This design comes from an exercise in tuning for small area on the open sky130 flow, not from production work. The RTL was checked by simulation tests, not by an equivalence proof against the original design.

==> flow/design.v <==
module dxl_decoder #(
    parameter TW = 32                      
) (
    input  wire          clk,
    input  wire          rst,              
    input  wire          in_valid,
    input  wire [7:0]    in_byte,
    input  wire [TW-1:0] in_t_start,
    input  wire [TW-1:0] in_t_end,
    output wire          out_valid,
    output wire [3:0]    out_kind,
    output wire [3:0]    out_cmd,
    output wire [TW-1:0] out_t_start,
    output wire [TW-1:0] out_t_end,
    output wire [1:0]    out_ptag,
    output wire [15:0]   out_int,
    output wire [7:0]    out_b0,
    output wire [7:0]    out_b1
);
    localparam [2:0] K_MASK     = 3'd6;
    localparam [2:0] S_HEADER   = 3'd6,
                     S_ADDRESS  = 3'd7,
                     S_LENGTH   = 3'd4,
                     S_COMMAND  = 3'd5,
                     S_RAMADDR  = 3'd2,
                     S_ERRCODE  = 3'd3,
                     S_VALUE    = 3'd0,
                     S_CHECKSUM = 3'd1;
    reg [2:0]    state;
    reg [1:0]    cnt;
    reg [15:0]   rem;         
    reg [7:0]    b0;          
    reg [TW-1:0] t0;          
    wire step  = in_valid & ~rst;
    wire st_hd = (state == S_HEADER);
    wire st_ad = (state == S_ADDRESS);
    wire st_ln = (state == S_LENGTH);
    wire st_cm = (state == S_COMMAND);
    wire st_ck = (state == S_CHECKSUM);
    wire hi_z    = ~|rem[15:2];
    wire rem_z   = hi_z & ~rem[1] & ~rem[0];
    wire rem_3   = hi_z & rem[1] & rem[0];
    wire rem_ge4 = ~hi_z;
    wire second  = cnt[0];
    wire armed   = cnt[1] & ~st_hd;
    wire guard = armed & (st_ad | (rem_z & ~second));
    reg [7:0] hdr_b;
    always @* begin
        case (cnt)
            2'd0, 2'd1: hdr_b = 8'hFF;
            2'd2:       hdr_b = 8'hFD;
            default:    hdr_b = 8'h00;
        endcase
    end
    wire hmatch = (in_byte == hdr_b);
    wire hdone  = hmatch & (cnt == 2'd3);
    reg [3:0] cmd_dec;
    always @* begin
        case (in_byte)
            8'h01: cmd_dec = 4'd1;
            8'h02: cmd_dec = 4'd2;
            8'h03: cmd_dec = 4'd3;
            8'h04: cmd_dec = 4'd4;
            8'h05: cmd_dec = 4'd5;
            8'h06: cmd_dec = 4'd6;
            8'h08: cmd_dec = 4'd7;
            8'h10: cmd_dec = 4'd8;
            8'h55: cmd_dec = 4'd9;
            8'h82: cmd_dec = 4'd10;
            8'h83: cmd_dec = 4'd11;
            8'h92: cmd_dec = 4'd12;
            8'h93: cmd_dec = 4'd13;
            default: cmd_dec = 4'd0;
        endcase
    end
    reg [2:0] cmd_next;
    always @* begin
        case (cmd_dec)
            4'd1, 4'd6, 4'd7, 4'd8: cmd_next = S_CHECKSUM;
            4'd9:                   cmd_next = S_ERRCODE;
            4'd0:                   cmd_next = S_VALUE;
            default:                cmd_next = S_RAMADDR;
        endcase
    end
    wire va_done = second | ~rem_ge4;
    reg emit;
    always @* begin
        case (state)
            S_HEADER:  emit = hdone;
            S_LENGTH,
            S_RAMADDR,
            S_CHECKSUM: emit = second;
            S_VALUE:   emit = va_done;
            default:   emit = 1'b1;
        endcase
    end
    reg [2:0] state_n;
    reg [1:0] cnt_n;
    always @* begin
        state_n = state;
        cnt_n   = cnt;
        if (guard) begin
            state_n = S_HEADER;
            cnt_n   = 2'd0;
        end else begin
            case (state)
                S_HEADER: begin
                    if (hmatch) begin
                        cnt_n = cnt + 2'd1;
                        if (hdone) state_n = S_ADDRESS;
                    end else if (cnt != 2'd0) begin
                        state_n = S_ADDRESS;
                        cnt_n   = 2'b10;
                    end
                end
                S_ADDRESS: state_n = S_LENGTH;
                S_LENGTH: begin
                    cnt_n = {1'b0, ~second};
                    if (second) state_n = S_COMMAND;
                end
                S_COMMAND: begin
                    state_n = cmd_next;
                    cnt_n   = {~rem_z, 1'b0};
                end
                S_RAMADDR: begin
                    cnt_n[0] = ~second;
                    if (second) state_n = S_VALUE;
                end
                S_ERRCODE: state_n = rem_3 ? S_CHECKSUM : S_VALUE;
                S_VALUE: begin
                    cnt_n[0] = ~va_done;
                    if (va_done & rem_3) state_n = S_CHECKSUM;
                end
                default: begin  
                    cnt_n[0] = ~second;
                    if (second) begin
                        state_n = S_HEADER;
                        cnt_n   = 2'd0;
                    end
                end
            endcase
        end
    end
    wire        rem_ld = st_ln;            
    wire        rem_dc = in_valid & ~rem_z;
    reg  [15:0] rem_n;
    reg         bz;                        
    integer     i;
    always @* begin
        bz = 1'b1;
        for (i = 0; i < 16; i = i + 1) begin
            rem_n[i] = rem[i] ^ (rem_dc & bz);
            bz = bz & ~rem[i];
        end
        if (rem_ld) rem_n = {in_byte, b0};
    end
    always @(posedge clk) begin
        if (rst) begin
            state <= S_HEADER;
            cnt   <= 2'd0;
        end else if (in_valid) begin
            state <= state_n;
            cnt   <= cnt_n;
        end
    end
    wire          hold   = second | (st_hd & cnt[1]);
    wire [7:0]    b0_n   = hold ? b0 : in_byte;
    wire [TW-1:0] t0_n   = hold ? t0 : in_t_start;
    always @(posedge clk) begin
        b0  <= b0_n;
        t0  <= t0_n;
        rem <= rem_n;
    end
    wire pint = ~guard & ~st_hd & ~st_ck;      
    wire pbyt = ~guard & st_ck;                
    assign out_valid   = step & (guard | emit);
    assign out_kind    = guard ? 4'd8 : {1'b0, state ^ K_MASK};
    assign out_cmd     = (~guard & st_cm) ? cmd_dec : 4'd0;
    assign out_t_start = t0_n;
    assign out_t_end   = in_t_end;
    assign out_ptag    = {pbyt, pint};
    assign out_int     = {(pint & second) ? in_byte : 8'd0,
                          pint ? b0_n : 8'd0};
    assign out_b0      = pbyt ? in_byte : 8'd0;
    assign out_b1      = pbyt ? b0_n : 8'd0;
endmodule
export LEC_CHECK = 0
export ABC_AREA = 1
export CAP_MARGIN = 20
export CORE_MARGIN = 2
export CORE_UTILIZATION = 40
export SLEW_MARGIN = 20
create_clock -name core_clock -period 12.0 [get_ports {clk}]
standard.sh (not shown) runs the stock make flow with config.mk's settings and CLKGATE_MAP_FILE= SYNTH_SCRIPT=/design/flow/synth_recipe.tcl, a recipe that flattens the netlist after the stock synthesis.
==> flow/flow/run.sh <==
#!/bin/bash
# Standard ORFS layout with these changes:
#  - synthesis maps the logic with an area-oriented ABC script (flow/abc_area.script,
#    selected by ABC_AREA=1) instead of ORFS's, and without extracting half/full
#    adders first; registers are mapped as usual;
#  - port buffers use the smallest buffer cell (buf_1);
#  - a small clock tree (clkbuf_4, no dummy loads), and power recovery after
#    global routing, which downsizes cells with timing slack.
set -euo pipefail
here=$(pwd)
rm -rf scripts_local
cp -r "$FLOW_HOME/scripts" scripts_local
cp flow/abc_area.script scripts_local/abc_area.script
export SCRIPTS_DIR=$here/scripts_local
export ADDER_MAP_FILE=
export BUFFER_PORTS_ARGS="-buffer_cell sky130_fd_sc_hd__buf_1"
export CTS_ARGS="-sink_clustering_enable -repair_clock_nets -dont_use_dummy_load -buf_list sky130_fd_sc_hd__clkbuf_4"
export RECOVER_POWER=100
bash standard.sh > standard_flow.log 2>&1
==> flow/flow/abc_area.script <==
strash
balance -l
resub -K 6 -l
rewrite -l
resub -K 6 -N 2 -l
refactor -l
resub -K 8 -l
balance -l
resub -K 8 -N 2 -l
rewrite -l
resub -K 10 -l
rewrite -z -l
resub -K 10 -N 2 -l
balance -l
resub -K 12 -l
refactor -z -l
resub -K 12 -N 2 -l
rewrite -z -l
balance -l
dch -f
amap
mfs2
strash
balance -l
resub -K 6 -l
rewrite -l
resub -K 6 -N 2 -l
refactor -l
resub -K 8 -l
balance -l
resub -K 8 -N 2 -l
rewrite -l
resub -K 10 -l
rewrite -z -l
resub -K 10 -N 2 -l
balance -l
resub -K 12 -l
refactor -z -l
resub -K 12 -N 2 -l
rewrite -z -l
balance -l
dch -f
amap
mfs2
strash
balance -l
resub -K 6 -l
rewrite -l
resub -K 6 -N 2 -l
refactor -l
resub -K 8 -l
balance -l
resub -K 8 -N 2 -l
rewrite -l
resub -K 10 -l
rewrite -z -l
resub -K 10 -N 2 -l
balance -l
resub -K 12 -l
refactor -z -l
resub -K 12 -N 2 -l
rewrite -z -l
balance -l
dch -f
amap
mfs2
strash
balance -l
resub -K 6 -l
rewrite -l
resub -K 6 -N 2 -l
refactor -l
resub -K 8 -l
balance -l
resub -K 8 -N 2 -l
rewrite -l
resub -K 10 -l
rewrite -z -l
resub -K 10 -N 2 -l
balance -l
resub -K 12 -l
refactor -z -l
resub -K 12 -N 2 -l
rewrite -z -l
balance -l
dch -f
amap
The first run reached the layout checks and failed them: capacitance limit, slew limit.
Then changed:
--- a/flow/design.v
+++ b/flow/design.v
@@ -171,16 +171,17 @@
         t0  <= t0_n;
         rem <= rem_n;
     end
     wire pint = ~guard & ~st_hd & ~st_ck;      
-    wire pbyt = ~guard & st_ck;                
+    wire pbyt = st_ck & second;                
+    wire phi  = second & ~st_hd & ~st_ck;      
     assign out_valid   = step & (guard | emit);
     assign out_kind    = guard ? 4'd8 : {1'b0, state ^ K_MASK};
-    assign out_cmd     = (~guard & st_cm) ? cmd_dec : 4'd0;
+    assign out_cmd     = st_cm ? cmd_dec : 4'd0;
     assign out_t_start = t0_n;
     assign out_t_end   = in_t_end;
     assign out_ptag    = {pbyt, pint};
-    assign out_int     = {(pint & second) ? in_byte : 8'd0,
+    assign out_int     = {phi ? in_byte : 8'd0,
                           pint ? b0_n : 8'd0};
     assign out_b0      = pbyt ? in_byte : 8'd0;
     assign out_b1      = pbyt ? b0_n : 8'd0;
 endmodule
The changed run completed without violations.
Wire length grows by about 1.3%.
Global-route usage shrinks by 0.38 points.
Non-clock buffer count shrinks by 2.
Sequential cell count is unchanged.
Via count grows by 0.39%.
Worst setup slack is better by 0.44 ns.
Register-to-register slack is better by 0.84 ns.
Cell area grows by 0.62%.

==> afterwards: timing with drivers on the ports <==
The flow's constraints put no driver on any port. The routed layouts listed below were extracted and timed again, unchanged, in two steps. Step 1, drivers: a clkbuf_16 drives clk and a buf_2 each remaining input, both assumed. Step 2 times the ports against the registers' clock, not the clock port: input delays grow and output delays shrink by t, the midpoint of the rising clock arrivals with the driver on. a / b / c = no drivers / after step 1 / after step 2; a / b = the first two.
| run | t (ns) | slack for setup (ns) | worst hold slack (ns) | latest minus earliest clock arrival (ns) | worst slew at a driven data input, ns |
|---|---|---|---|---|---|
| the first run | 0.419 | 4.510 / 4.487 / 4.487 | 0.479 / 0.479 / 0.479 | 0.035 / 0.036 | 0.07 |
| the second run | 0.387 | 4.946 / 4.921 / 4.921 | 0.473 / 0.473 / 0.473 | 0.035 / 0.035 | 0.07 |
For the second run, which loses most, drivers alone change the setup slack by -0.025 ns; drivers and shift together by -0.025 ns.
